Background: an optimization exercise with open tools, aiming at small area. Do not read the settings as production practice.
In this exercise RTL edits were held to simulation tests only and were not proved equivalent to the original.
The clock port is modelled as an ideal driver, which makes a skipped or thinned clock tree look cheaper than it is; a real chip needs a root buffer or a tree.
Power is estimated from default activity; no workload was simulated.

[flow/config.mk]
export PLATFORM = sky130hd
export DESIGN_NAME = ir_capture
export DESIGN_NICKNAME = ir_capture
export VERILOG_FILES = /design/flow/design.v
export SDC_FILE = /design/flow/constraint.sdc
export NUM_CORES = 4
export LEC_CHECK = 0
export ABC_AREA = 1
export CAP_MARGIN = 20
export CORE_MARGIN = 2
export CORE_UTILIZATION = 40
export GPL_TIMING_DRIVEN = 0
export SLEW_MARGIN = 20
[flow/constraint.sdc]
create_clock -name core_clock -period 10.0 [get_ports {clk}]
set_input_delay 2.0000 -clock core_clock [delete_from_list [all_inputs] [get_ports {clk}]]
set_output_delay 2.0000 -clock core_clock [all_outputs]
set_load 0.01 [all_outputs]
[flow/design.v]
module ir_capture (
    input  wire          clk,
    input  wire          rst,         
    input  wire          tick,        
    input  wire [15:0]   pin,         
    input  wire          bus_valid,
    input  wire          bus_we,
    input  wire [2:0]    bus_idx,
    input  wire [31:0]   bus_wdata,
    output wire [31:0]   bus_rdata,
    output wire          evt_valid,
    output wire          evt_kind,
    output wire          evt_level,
    output wire [3:0]    evt_sink,
    output wire [15:0]   evt_dur
);
    localparam [8:0] ICNT = 9'h1ff;
    localparam [8:0] ICAP = 9'h1bf;
    localparam [9:0] ISET = 10'h3c9;
    localparam [3:0] ICTL = 4'h7;
    reg [8:0] cnt_r;
    reg [8:0] cap_r;
    reg [9:0] set_r;      
    reg [3:0] ctl_r;      
    wire [8:0] cnt     = cnt_r ^ ICNT;
    wire [8:0] capture = cap_r ^ ICAP;
    wire [9:0] setup_v = set_r ^ ISET;
    wire [3:0] ctl_v   = ctl_r ^ ICTL;
    wire [1:0] pol     = setup_v[1:0];
    wire [3:0] pin_sel = setup_v[5:2];
    wire [3:0] dec_id  = setup_v[9:6];
    wire       ecie     = ctl_v[0];
    wire       toie     = ctl_v[1];
    wire       edge_sel = ctl_v[2];
    wire       pin_q    = ctl_v[3];
    wire [31:0] wd = bus_wdata;
    wire wr = bus_valid & bus_we;
    wire rd = bus_valid & ~bus_we & ~rst;
    wire ws = wr & (bus_idx == 3'd0) & ~(wd[1] & wd[0]);
    wire w_set = wr & bus_idx[0] & ~bus_idx[1];
    wire w_ctl = wr & (bus_idx == 3'd1);
    wire w_clr = wr & (bus_idx == 3'd6);
    wire [2:0] c_q   = {edge_sel, toie, ecie};
    wire [2:0] c_set = {3{w_set}} & wd[2:0];
    wire [2:0] c_clr = ({3{w_ctl}} & ~wd[2:0]) | ({3{w_clr}} & wd[2:0]);
    wire [2:0] c_w   = c_set | (c_q & ~c_clr);    
    wire [3:0] sel = ws ? wd[7:4] : pin_sel;
    wire       p   = ~sel[3] & pin[sel[2:0]];
    wire hit  = ~ws & c_w[0] & (p ^ pin_q) & ~(p ^ c_w[2]);
    wire wrap = cnt[8] & cnt[5] & cnt[3] & cnt[1] & cnt[0];
    wire tw   = tick & wrap;
    wire timeout = ~hit & tw & c_w[1] & ~ws;
    wire has_sink = |dec_id;    
    wire ev_edge  = ~rst & has_sink & hit;
    wire ev_eof   = ~rst & has_sink & timeout;
    assign evt_valid = ev_edge | ev_eof;
    assign evt_kind  = ev_eof;
    assign evt_level = ev_edge & p;
    assign evt_sink  = {4{evt_valid}} & dec_id;
    assign evt_dur   = {7'd0, {9{ev_edge}} & cnt};
    wire r0 = rd & (bus_idx == 3'd0);
    wire r1 = rd & (bus_idx == 3'd1);
    wire r2 = rd & (bus_idx == 3'd2);
    wire r3 = rd & (bus_idx == 3'd3);
    wire r4 = rd & (bus_idx == 3'd4);
    wire [11:0] rv = ({12{r0}} & {dec_id, pin_sel, 2'b00, pol})
                   | ({12{r1}} & {9'd0, c_q})
                   | ({12{r2}} & {11'd0, p})
                   | ({12{r3}} & {3'd0, capture})
                   | ({12{r4}} & {3'd0, cnt});
    assign bus_rdata = {20'd0, rv};
    wire auto_es = wd[1] ? ~p : wd[0];    
    wire cap_ld = ~rst & hit;
    wire cap_hd = ~rst & ~hit;
    wire set_ld = ~rst & ws;
    wire set_hd = ~rst & ~ws;
    wire cnt_run = ~rst & ~hit & ~tw;
    wire [8:0] cnt_inc = cnt + {8'd0, tick};
    wire [8:0] n_cnt = {9{cnt_run}} & cnt_inc;
    wire [8:0] n_cap = ({9{cap_ld}} & cnt) | ({9{cap_hd}} & capture);
    wire [9:0] n_set = ({10{set_ld}} & {wd[11:8], wd[7:4], wd[1:0]}) | ({10{set_hd}} & setup_v);
    wire [3:0] n_ctl;
    assign n_ctl[0] = ~rst & (ws | c_w[0]);
    assign n_ctl[1] = ~rst & (hit | (~ws & c_w[1] & ~tw));
    assign n_ctl[2] = ~rst & (ws ? auto_es : (c_w[2] ^ hit));
    assign n_ctl[3] = ~rst & p;
    always @(posedge clk) begin
        cnt_r <= n_cnt ^ ICNT;
        cap_r <= n_cap ^ ICAP;
        set_r <= n_set ^ ISET;
        ctl_r <= n_ctl ^ ICTL;
    end
endmodule
[flow/flow/run.sh]
#!/bin/bash
# Standard ORFS layout (the standard.sh) with:
#  - the standard synthesis with its final ABC mapping run on an area-oriented
#    script (flow/synth.tcl, flow/area.abc); registers are unchanged;
#  - buf_1 port buffers and one shared tie-low cell for the constant outputs;
#  - a clock tree of one clkbuf_16 (flow/one_clkbuf.tcl collapses the tree
#    CTS builds), with no non-default routing rule on the clock net.
# make's full output goes to flow_make.log; each tool's own log is under
# orfs/logs/.
set -euo pipefail
here=$(pwd)
export MY_ABC=$here/flow/area.abc
export CLKBUF_CELL=sky130_fd_sc_hd__clkbuf_16
bash standard.sh \
  SYNTH_SCRIPT=$here/flow/synth.tcl \
  "BUFFER_PORTS_ARGS=-buffer_cell sky130_fd_sc_hd__buf_1" \
  SKIP_REPAIR_TIE_FANOUT=1 SYNTH_INSBUF=0 \
  "CTS_ARGS=-sink_clustering_enable -sink_clustering_size 32 -sink_clustering_max_diameter 200 -buf_list sky130_fd_sc_hd__clkbuf_4 -root_buf sky130_fd_sc_hd__clkbuf_4 -dont_use_dummy_load -apply_ndr none -repair_clock_nets" \
  POST_CTS_TCL=$here/flow/one_clkbuf.tcl \
  finish > flow_make.log 2>&1
[flow/flow/area.abc]
strash
dc2
dch -f
amap
topo
[flow/flow/one_clkbuf.tcl]
# POST_CTS hook: collapse the clock tree CTS built into a single buffer.
# Every flip-flop clock pin is moved from the leaf buffers onto the root
# buffer's net, the leaf buffers are deleted and the root is sized to
# CLKBUF_CELL; then the placement is legalised again.
set root_inst [get_cells clkbuf_0_clk]
set root_net [get_nets -of_objects [get_pins clkbuf_0_clk/X]]
set leaves {}
foreach inst [get_cells clkbuf_*_clk] {
  if { [get_full_name $inst] ne "clkbuf_0_clk" } { lappend leaves $inst }
}
foreach inst [get_cells clkload*] { lappend leaves $inst }
foreach leaf $leaves {
  set lname [get_full_name $leaf]
  set opin [get_pins -quiet $lname/X]
  if { $opin ne "" } {
    set onet [get_nets -of_objects $opin]
    foreach p [get_pins -of_objects $onet] {
      if { [get_property $p direction] eq "input" } {
        disconnect_pin $onet $p
        connect_pin $root_net $p
      }
    }
    disconnect_pin $onet $opin
    set ipin [get_pins $lname/A]
    disconnect_pin $root_net $ipin
    delete_instance $leaf
    delete_net $onet
  } else {
    foreach p [get_pins -of_objects $leaf] {
      set n [get_nets -quiet -of_objects $p]
      if { $n ne "" } { disconnect_pin $n $p }
    }
    delete_instance $leaf
  }
}
replace_cell $root_inst $::env(CLKBUF_CELL)
detailed_placement
estimate_parasitics -placement
report_clock_skew
report_checks -path_delay min_max -format end
[flow/flow/synth.tcl]
# The standard synthesis (synth_recipe.tcl), with the final ABC mapping
# run on an area-oriented script (flow/area.abc) instead of ORFS's.
proc synth {args} { yosys synth -nofsm -noshare {*}$args }
proc abc {args} {
  set keep {}
  for {set i 0} {$i < [llength $args]} {incr i} {
    set a [lindex $args $i]
    if {$a eq "-script"} { incr i; continue }
    lappend keep $a
  }
  yosys abc -script $::env(MY_ABC) {*}$keep
}
source $::env(SCRIPTS_DIR)/synth.tcl
# left out here: clear keep_hierarchy, flatten, clean up, hide names made inside functions, write 1_2_yosys.v
[flow/standard.sh]
#!/bin/bash
# synth_recipe.tcl (not shown) runs the flow's synth.tcl, then flattens the netlist and writes it again
# the make line also repeats each setting of config.mk as NAME=value (left out here)
make -C /OpenROAD-flow-scripts/flow DESIGN_CONFIG=/design/flow/config.mk WORK_HOME=/design/flow/orfs CLKGATE_MAP_FILE= SYNTH_SCRIPT=/design/flow/synth_recipe.tcl "${@:-finish}"
==> summary.txt, run 1 <==
fin crit share=0.894; buffers added on ports=54; CP Class=in -> out; fin worst setup slack=1.06 ns; Synth Register Bits=32; wire length on met1=1950 um; total of max-cap violations=0; DR WL met2=around 2000 um; Via density=between 5 and 6; effective utilization at floorplan=0.416; Slew HR=0.405; CTS clk-pin slew, worst paths=0.12 ns; Sink Count=32; CP startpoint kind=input pin; setup slack at placement=0.998 ns; initial DRC count=72; Final Non-Filler Cells=just under 300; sequential share of the synthesized area=0.424; hold slack=0.484 ns; Final Wtd Congestion=0.865; Area after DPL=approximately 1800 um^2; worst-path maximum fanout=11; first-pass GRT wire length=6530 um; core footprint=3630 um^2; Final TNS setup=0 ns; Mean Syn Cell Area=7.75 um^2; cell area after synthesis=1510 um^2; Row Count=22; DR top layer=met4; GRT Resource Usage Total=0.187; layout cells sized above 1=0.00400; net count after synthesis=around 250; vias in the first global route=1405; outcome=complete, no violations; worst min-delay path class=reg -> reg; CP Data Arrival Time=6.94 ns; WP data required=8.00 ns; area added between synthesis and finish=19.0%; Synth area leaders=dfxtp_1, nor2_1, o22a_1; initial antenna violation count=0; unrepaired setup endpoints after global routing=no; die width=65.5 um; Leakage=between 0.5 and 0.6 nW; DP HPWL=3130 um; wire per inst=~14 um; routed wire length=between 4000 and 5000 um; Power Dens Cells=116 nW/um^2; Final Skew=0.00399 ns; I/O pin cnt=between 100 and 150; synthesized instance count=between 150 and 200; total grt overflow=0; Synth warnings=1; total power=209 uW; NumNets Final=310; Synth top area share=0.424; final setup fails=0; antenna viol nets, final=0; Pre-antenna DRT Iters=4; synth unique cells=28; n_diodes=0; post-route cell area=1800 um^2; routed via count=about 1600; Final min period=8.94 ns; placed cell count=297; Worst Tran Pin Value=0.883 ns; Yosys top cell by area=dfxtp_1; fmax=112 MHz; fin. max-slew vios=0; Finished Core Util=0.495; met3 routed WL=85 um; CP Capture Type=primary output; Die H=about 65 um; Final Hold Fails=0; die area=approximately 4300 um^2; clk latency of the worst-skew pair=approximately 0.18 ns; Max rail drop VDD=0.0698 mV; # DRC=0; largest net degree at the start of global routing=33
==> state kept, by name, indices dropped and copies added, names as in the netlist <==
name and count:
set_r 10, cap_r 9, cnt_r 9, ctl_r 4
==> worst max-delay path: stages <==
cell and delay [ns]:
buf_1 0.10, clkinv_1 0.12, o21ai_0 0.72, clkinv_1 0.55
o22ai_1 0.52, clkinv_1 0.22, o221ai_1 0.17, o21ai_0 0.11
o221ai_1 0.38, clkinv_1 0.26, a211oi_1 0.32, nor2b_1 0.29
nand2_1 0.30, nor2_1 0.23, clkinv_1 0.30, nor2_1 0.18
buf_1 0.17
==> per-layer routing <==
metal | vias up | GRT usage
met2 | 15 | 0.325
met4 | 0 | 0.0130
li1 | 827 | -
met3 | 2 | 0.00856
met5 | - | 0
met1 | 738 | 0.268
==> cells by family after synthesis <==
group                    Yosys count  share of synthesized area
buffers and inverters             21                     0.0522
flip-flops                        32                      0.424
AND/OR/NAND/NOR                   78                      0.220
other                              1                    0.00248
adder cells (fa/ha/maj)            2                     0.0166
AO/OA/AOI/OAI                     61                      0.285
==> report_power, final <==
group	internal, mW	leakage, nW	switching [mW]	total (mW)
logic	0.00734	0.274	0.0174	0.0247
clock network	0.0188	0.0123	0.0332	0.0520
registers	0.130	0.260	0.00231	0.132
total	0.156	0.546	0.0529	0.209
==> synthesized netlist by cell type (all sizes together) <==
master  instances
or2             1
a31oi           5
and4            1
conb            1
o22ai          12
o21a            1
o22a           12
a211oi          1
dfxtp          32
o32a            1
nand4b          1
nor4b           1
or3             1
o211ai          4
ha              2
a21oi           6
o21ai           9
nand3           4
o221ai          8
nor2           44
nor3            2
clkinv         21
a311o           1
nand4           3
nor4            1
nand2          18
o32ai           1
nor2b           1
==> worst paths after layout <==
kind,start,endpoint,slack [ns],depth (start not counted)
worst max register to register,set_r[2],cnt_r[8],6.32,12
worst min-delay path,cap_r[6],cap_r[6],0.48,2
worst min register to register,cap_r[6],cap_r[6],0.48,2
worst max-delay path,bus_wdata[0],evt_level,1.06,17
==> cell type report <==
type / count / area, um^2
fillers: 398 / 1830
clock buffers: 1 / 25.0
multi-input cells: 142 / 792
flip-flops and latches: 32 / 641
well taps: 48 / 60.1
inverters: 21 / 78.8
repair buffers: 54 / 203
==> cells in the final DEF (no fill, tap or decap) <==
master / count
clkbuf_16: 1
a21oi_1: 6
nand3_1: 4
o21ai_0: 9
o32a_1: 1
nand4b_1: 1
dfxtp_1: 32
a311o_1: 1
nor2b_1: 1
or3_1: 1
o21a_1: 1
nor3_1: 2
o22ai_1: 12
o22a_1: 12
buf_1: 54
conb_1: 1
clkinv_1: 21
nor4b_1: 1
a31oi_1: 5
o221ai_1: 8
nand2_1: 18
o32ai_1: 1
nand4_1: 3
a211oi_1: 1
and4_1: 1
nor2_1: 44
or2_0: 1
ha_1: 2
o211ai_1: 4
nor4_1: 1
==> run 2, diff against run 1 <==
==> flow/flow/run.sh (replaced) <==
#!/bin/bash
# Standard ORFS layout (the standard.sh) with:
#  - the standard synthesis with its final ABC mapping run on an area-oriented
#    script (flow/synth.tcl, flow/area.abc) and without the separate adder
#    mapping step (ADDER_MAP_FILE empty); registers are unchanged;
#  - buf_1 port buffers and one shared tie-low cell for the constant outputs;
#  - a clock tree of one clkbuf_16 (flow/one_clkbuf.tcl collapses the tree
#    CTS builds), with no non-default routing rule on the clock net.
# make's full output goes to flow_make.log; each tool's own log is under
# orfs/logs/.
set -euo pipefail
here=$(pwd)
export MY_ABC=$here/flow/area.abc
export CLKBUF_CELL=sky130_fd_sc_hd__clkbuf_16
bash standard.sh \
  SYNTH_SCRIPT=$here/flow/synth.tcl ADDER_MAP_FILE= \
  "BUFFER_PORTS_ARGS=-buffer_cell sky130_fd_sc_hd__buf_1" \
  SKIP_REPAIR_TIE_FANOUT=1 SYNTH_INSBUF=0 \
  "CTS_ARGS=-sink_clustering_enable -sink_clustering_size 32 -sink_clustering_max_diameter 200 -buf_list sky130_fd_sc_hd__clkbuf_4 -root_buf sky130_fd_sc_hd__clkbuf_4 -dont_use_dummy_load -apply_ndr none -repair_clock_nets" \
  POST_CTS_TCL=$here/flow/one_clkbuf.tcl \
  finish > flow_make.log 2>&1
==> summary.txt, run 2 <==
CP Capture Type=primary output; leading registers by flop count=set_r: 10 flops, cap_r: 9 flops, cnt_r: 9 flops; fin crit share=0.837; Most used DFF post-synth=dfxtp_1; Power Dens Cells=119 nW/um^2; # DRC=0; worst-path maximum fanout=11; outcome=complete, no violations; CP startpoint=bus_idx[0]; largest net degree at the start of global routing=33; area added between synthesis and finish=19.5%; CP Data Arrival Time=~6.4 ns; initial antenna violation count=0; unrepaired setup endpoints after global routing=no; n_diodes=0; WP data required=roughly 8 ns; synth unique cells=27; synthesized instance count=192; Worst Setup EP=evt_valid; setup slack at placement=1.34 ns; DP HPWL=roughly 3100 um; NumNets Final=305; routed wire length=between 3000 and 4000 um; antenna viol nets, final=0; core footprint=3610 um^2; Leakage=around 0.53 nW; clock share of power=0.255; met2 Use GR=0.340; commonest non-fill, non-tap cell in the layout=buf_1; Pre-antenna DRT Iters=4; GRT Resource Usage Total=0.186; fin worst setup slack=1.63 ns; Biggest register=set_r; total power=209 uW; NetSw=53.7 uW; Post-synth EDFFs=0; Final Skew=0.0104 ns; Final min period=between 8 and 9 ns; Synth area leaders=dfxtp_1, nor2_1, o22a_1; r2r endpoint=cnt_r[8]; Via density=5.32; net count after synthesis=248; Post-synth top cells=nor2_1, dfxtp_1, clkinv_1; part of the power in combinational logic=0.115; I/O pin cnt=111; buffers added on ports=54; Slew HR=0.503; initial DRC count=53; worst r2r src=set_r[2]; routed via count=between 1500 and 2000; Flop pwr share=0.630; Final TNS setup=0 ns; Final Hold Fails=0; die width=64.8 um; die area=4190 um^2; Worst Tran Pin Value=roughly 0.74 ns; Switching Share=0.257; vias in the first global route=1395; fin. max-slew vios=0; total grt overflow=0; final setup fails=0; effective utilization at floorplan=0.409; most frequent cell after synthesis=nor2_1; CP Class=in -> out; Pint=156 uW; clk latency of the worst-skew pair=0.18 ns; CTS clk-pin slew, worst paths=0.12 ns; CP startpoint kind=input pin; first-pass GRT wire length=6440 um; fmax=120 MHz; met3 Usage GRT=0.00694; wire per inst=between 10 and 15 um; sequential share of the synthesized area=0.434; Synth warnings=1; total of max-cap violations=0; max reg flops=10; GRT Max-Usage Layer=met2; layout cells sized above 1=0.00405; Die H=64.8 um; R2R cell count=12; R2R Setup Slk=6.57 ns; worst min-delay path class=reg -> reg; met1 Resource Use GR=0.255; Synth async-reset ratio=0; Mean Syn Cell Area=7.69 um^2; most frequent cells in the layout=buf_1, nor2_1, dfxtp_1; Synth Register Bits=32; Sink Count=32; Yosys top cell by area=dfxtp_1; Max rail drop VDD=around 0.078 mV; Synth top area share=0.434; Final Wtd Congestion=0.856; cell area after synthesis=1480 um^2; Row Count=22
run 2: final cells by class:
cell class	count	area, um^2
Fill cell	390	1840
Multi-Input combinational cell	138	753
Sequential cell	32	641
Timing Repair Buffer	54	203
Inverter	22	82.6
Tap cell	48	60.1
Clock buffer	1	25.0
run 2: per-stage QoR:
stage | util | std cells | hold WS [ns] | area [um^2]
finish | 0.489 | 295 | 0.481 | 1760
global route | 0.489 | 295 | 0.511 | 1760
detailed placement | 0.482 | 294 | 0.466 | 1740
global placement | 0.482 | 294 | 0.460 | 1740
floorplan | - | 192 | 0.447 | 1480
run 2: metal layers:
metal,vias up,part of all wire
li1,805,-
met1,729,0.48
met2,34,0.48
met3,2,0.036
met4,0,0.0053
met5,-,0
run 2: worst max-delay path, stage by stage:
cell and delay [ns]:
buf_1 0.18, or2_0 0.21, nor3_1 0.09, o21ai_1 0.41, clkinv_1 0.31, o22ai_1 0.46
o22ai_1 0.14, o21ai_0 0.17, o21ai_0 0.09, a31oi_1 0.48, clkinv_1 0.26, a22oi_1 0.21
nor2_1 0.09, o221ai_1 0.11, clkinv_1 0.15, nand2_1 0.35, nor2_1 0.12, nor2_1 0.28
clkinv_1 0.10, buf_1 0.13
run 2: worst min-delay path by stage:
| stage | startpoint | endpoint | cells past startpoint |
|---|---|---|---|
| 3_5_place_dp | cap_r[7] | cap_r[7] | 1 |
| 5_1_grt | cap_r[6] | cap_r[6] | 2 |
| 3_3_place_gp | cap_r[3] | cap_r[3] | 1 |
| 2_1_floorplan | cap_r[6] | cap_r[6] | 2 |
| 6_report | cap_r[6] | cap_r[6] | 2 |
run 2: logic make-up after synthesis:
logic type / Yosys count / synth area share
AO/OA/AOI/OAI: 61 / 0.292
buffers and inverters: 22 / 0.0559
other: 1 / 0.00254
flip-flops: 32 / 0.434
AND/OR/NAND/NOR: 76 / 0.215
run 2: power by group through the flow:
| stage | logic, mW | clock network [mW] | registers (mW) |
|---|---|---|---|
| final | 0.0242 | 0.0533 | 0.132 |
| after detailed placement | 0.0239 | 0 | 0.135 |
| after floorplan | 0.0158 | 0 | 0.134 |
| after global routing | 0.0272 | 0.0586 | 0.132 |
| after global placement | 0.0237 | 0 | 0.135 |
==> run 3, diff against run 2 <==
--- a/flow/design.v
+++ b/flow/design.v
@@ -14,9 +14,9 @@
     output wire [3:0]    evt_sink,
     output wire [15:0]   evt_dur
 );
-    localparam [8:0] ICNT = 9'h1ff;
+    localparam [8:0] ICNT = 9'h1f7;
     localparam [8:0] ICAP = 9'h1bf;
-    localparam [9:0] ISET = 10'h3c9;
+    localparam [9:0] ISET = 10'h3c8;
     localparam [3:0] ICTL = 4'h7;
     reg [8:0] cnt_r;
     reg [8:0] cap_r;
@@ -35,7 +35,7 @@
     wire       pin_q    = ctl_v[3];
     wire [31:0] wd = bus_wdata;
     wire wr = bus_valid & bus_we;
-    wire rd = bus_valid & ~bus_we & ~rst;
+    wire rd = bus_valid & ~(bus_we | rst);
     wire ws = wr & (bus_idx == 3'd0) & ~(wd[1] & wd[0]);
     wire w_set = wr & bus_idx[0] & ~bus_idx[1];
     wire w_ctl = wr & (bus_idx == 3'd1);
==> summary.txt, run 3 <==
final setup fails=0; commonest non-fill, non-tap cell in the layout=buf_1; n_diodes=0; Synth async-reset ratio=0; CP peak stage delay=approximately 0.72 ns; routed wire length=3770 um; WP buf/inv=8; Final min period=9.03 ns; CP Data Arrival Time=7.03 ns; first-pass GRT wire length=6380 um; total of max-cap violations=0; NumNets Final=303; buffers added on ports=54; outcome=complete, no violations; Mean Syn Cell Area=7.72 um^2; worst-path cell chain=buf_1 -> clkinv_1 -> o21ai_0 -> clkinv_1 -> o22ai_1 -> clkinv_1 -> o221ai_1 -> nand2_1 -> o221ai_1 -> clkinv_1 -> a211oi_1 -> o221ai_1 -> clkinv_1 -> nand2_1 -> nor2_1 -> clkinv_1 -> nor2_1 -> buf_1; Slew HR=0.416; initial antenna violation count=0; CP startpoint kind=input pin; routed via count=1540; Power Dens Cells=117 nW/um^2; # DRC=0; core footprint=3610 um^2; CP Class=in -> out; Post-synth top cells=nor2_1, dfxtp_1, clkinv_1; synth unique cells=24; CP max stage cell=o21ai_0; max reg flops=10; Crit path max-delay family=compound AO/OA/AOI/OAI gates; effective utilization at floorplan=0.407; synthesized instance count=190; Post-synth EDFFs=0; die width=approximately 65 um; Row Count=22; leading registers by flop count=set_r: 10 flops, cap_r: 9 flops, cnt_r: 9 flops; NetSw=~50 uW; clk latency of the worst-skew pair=0.17 ns; net count after synthesis=roughly 250; fmax=111 MHz; WP data required=roughly 8 ns; Synth Register Bits=32; most frequent cell after synthesis=nor2_1; cell area after synthesis=1470 um^2; Flop pwr share=0.641; Synth area leaders=dfxtp_1, nor2_1, o22a_1; total grt overflow=0; vias in the first global route=1394; Final Hold Fails=0; Final TNS setup=0 ns; Pre-antenna DRT Iters=4; Biggest register=set_r; die area=4170 um^2; Yosys top cell by area=dfxtp_1; I/O pin cnt=111; area added between synthesis and finish=19.6%; layout cells sized above 1=0.00408; CP most frequent cell=clkinv_1; antenna viol nets, final=0; Synth warnings=1; sequential share of the synthesized area=0.436; fin crit share=0.903; DP HPWL=a little under 3000 um; fin. max-slew vios=0; Leakage=0.528 nW; worst-path maximum fanout=11; most frequent cells in the layout=buf_1, nor2_1, dfxtp_1; Most used DFF post-synth=dfxtp_1; largest net degree at the start of global routing=33; CTS clk-pin slew, worst paths=0.11 ns; unrepaired setup endpoints after global routing=no; clock share of power=0.245; wire per inst=about 13 um; Synth top area share=0.436; CP Capture Type=primary output; initial DRC count=103; part of the power in combinational logic=0.115; Switching Share=0.245; worst min-delay path class=reg -> reg; Max rail drop VDD=between 0.07 and 0.08 mV; Fillers=393; GRT Resource Usage Total=0.184; Sink Count=32; Pint=155 uW; Final Wtd Congestion=approximately 0.85; Die H=64.6 um; Final Skew=0.00302 ns; Worst Tran Pin Value=0.867 ns; Finished Core Util=0.487; Via density=5.26
==> run 3: power by group through the flow <==
| stage | clock network [mW] | registers (mW) | logic, mW |
|---|---|---|---|
| after floorplan | 0 | 0.134 | 0.0156 |
| after global routing | 0.0572 | 0.132 | 0.0266 |
| after detailed placement | 0 | 0.135 | 0.0234 |
| final | 0.0503 | 0.132 | 0.0236 |
| after global placement | 0 | 0.135 | 0.0235 |
==> run 3: cells by family (layout without fill, tap and decap cells) <==
logic type / count (synthesis) / count (layout) / share of synthesized area
compound gates: 62 / 62 / 0.295
flops: 32 / 32 / 0.436
simple gates: 74 / 74 / 0.212
buf+inv: 21 / 76 / 0.0537
other cells: 1 / 1 / 0.00256
==> run 3: per-stage QoR <==
stage / area, um^2 / worst slack, ns / std cells / power [mW] / hold slack (ns)
after global routing: 1760 / 0.285 / 293 / 0.216 / 0.517
final: 1760 / 0.971 / 293 / 0.206 / 0.485
after detailed placement: 1730 / 0.936 / 292 / 0.158 / 0.463
after floorplan: 1470 / 2.22 / 190 / 0.150 / 0.446
after global placement: 1730 / 0.987 / 292 / 0.158 / 0.458
==> run 3: path summary, 6_finish.rpt <==
kind / end / slack, ns / startpoint / depth (start not counted)
hold reg to reg: cap_r[6] / 0.49 / cap_r[6] / 2
setup reg to reg: cnt_r[0] / 6.56 / set_r[2] / 12
setup / recovery: evt_dur[4] / 0.97 / bus_wdata[0] / 18
hold / removal: cap_r[6] / 0.49 / cap_r[6] / 2
==> run 3: layout make-up <==
| type | count | area (um^2) | area share |
|---|---|---|---|
| multi-input cells | 137 | 748 | 0.426 |
| flip-flops and latches | 32 | 641 | 0.365 |
| repair buffers | 54 | 203 | 0.115 |
| inverters | 21 | 78.8 | 0.0449 |
| well taps | 48 | 60.1 | 0.0342 |
| clock buffers | 1 | 25.0 | 0.0143 |
==> run 3: worst register-to-register path: cells and delay by family (launching register included) <==
family | cells | cell delay [ns]
buffers and inverters | 2 | 0.51
AOI/OAI and AO/OA | 7 | 1.63
and+or+nand+nor | 3 | 0.83
DFF | 1 | 0.34
==> run 3: metal layers <==
layer  GRT usage  share of wire  vias up
met4     0.00798         0.0050        0
met5           0              0        -
met3      0.0104          0.045        2
li1            -              -      808
met1       0.276           0.52      693
met2       0.306           0.43       37

## afterwards: timing with drivers on the ports
The results above use ideal ports. As a check the final layouts listed here were re-extracted and re-timed, cells and wires unchanged. Step 1 (the two cells are an assumption about what drives the block):
set clk [get_ports {clk}]
set_driving_cell -lib_cell sky130_fd_sc_hd__clkbuf_16 $clk
set_driving_cell -lib_cell sky130_fd_sc_hd__buf_2 [delete_from_list [all_inputs] $clk]
Step 2 also shifts input and output timing later by t, the mid clock arrival at the registers, as if the neighbouring blocks saw the same clock. a / b / c = ideal / step 1 / step 2; a / b = the first two.
run | shift t [ns] | slack for setup (ns) | worst register clock-pin slew, ns | worst data-port slew with drivers (ns)
run 1 | 0.205 | 1.056 / 1.034 / 1.034 | 0.12 / 0.12 | 0.04
run 2 | 0.206 | 1.634 / 1.612 / 1.612 | 0.12 / 0.12 | 0.03
run 3 | 0.200 | 0.971 / 0.949 / 0.949 | 0.11 / 0.11 | 0.03
After both steps setup and hold are still met in every run listed.
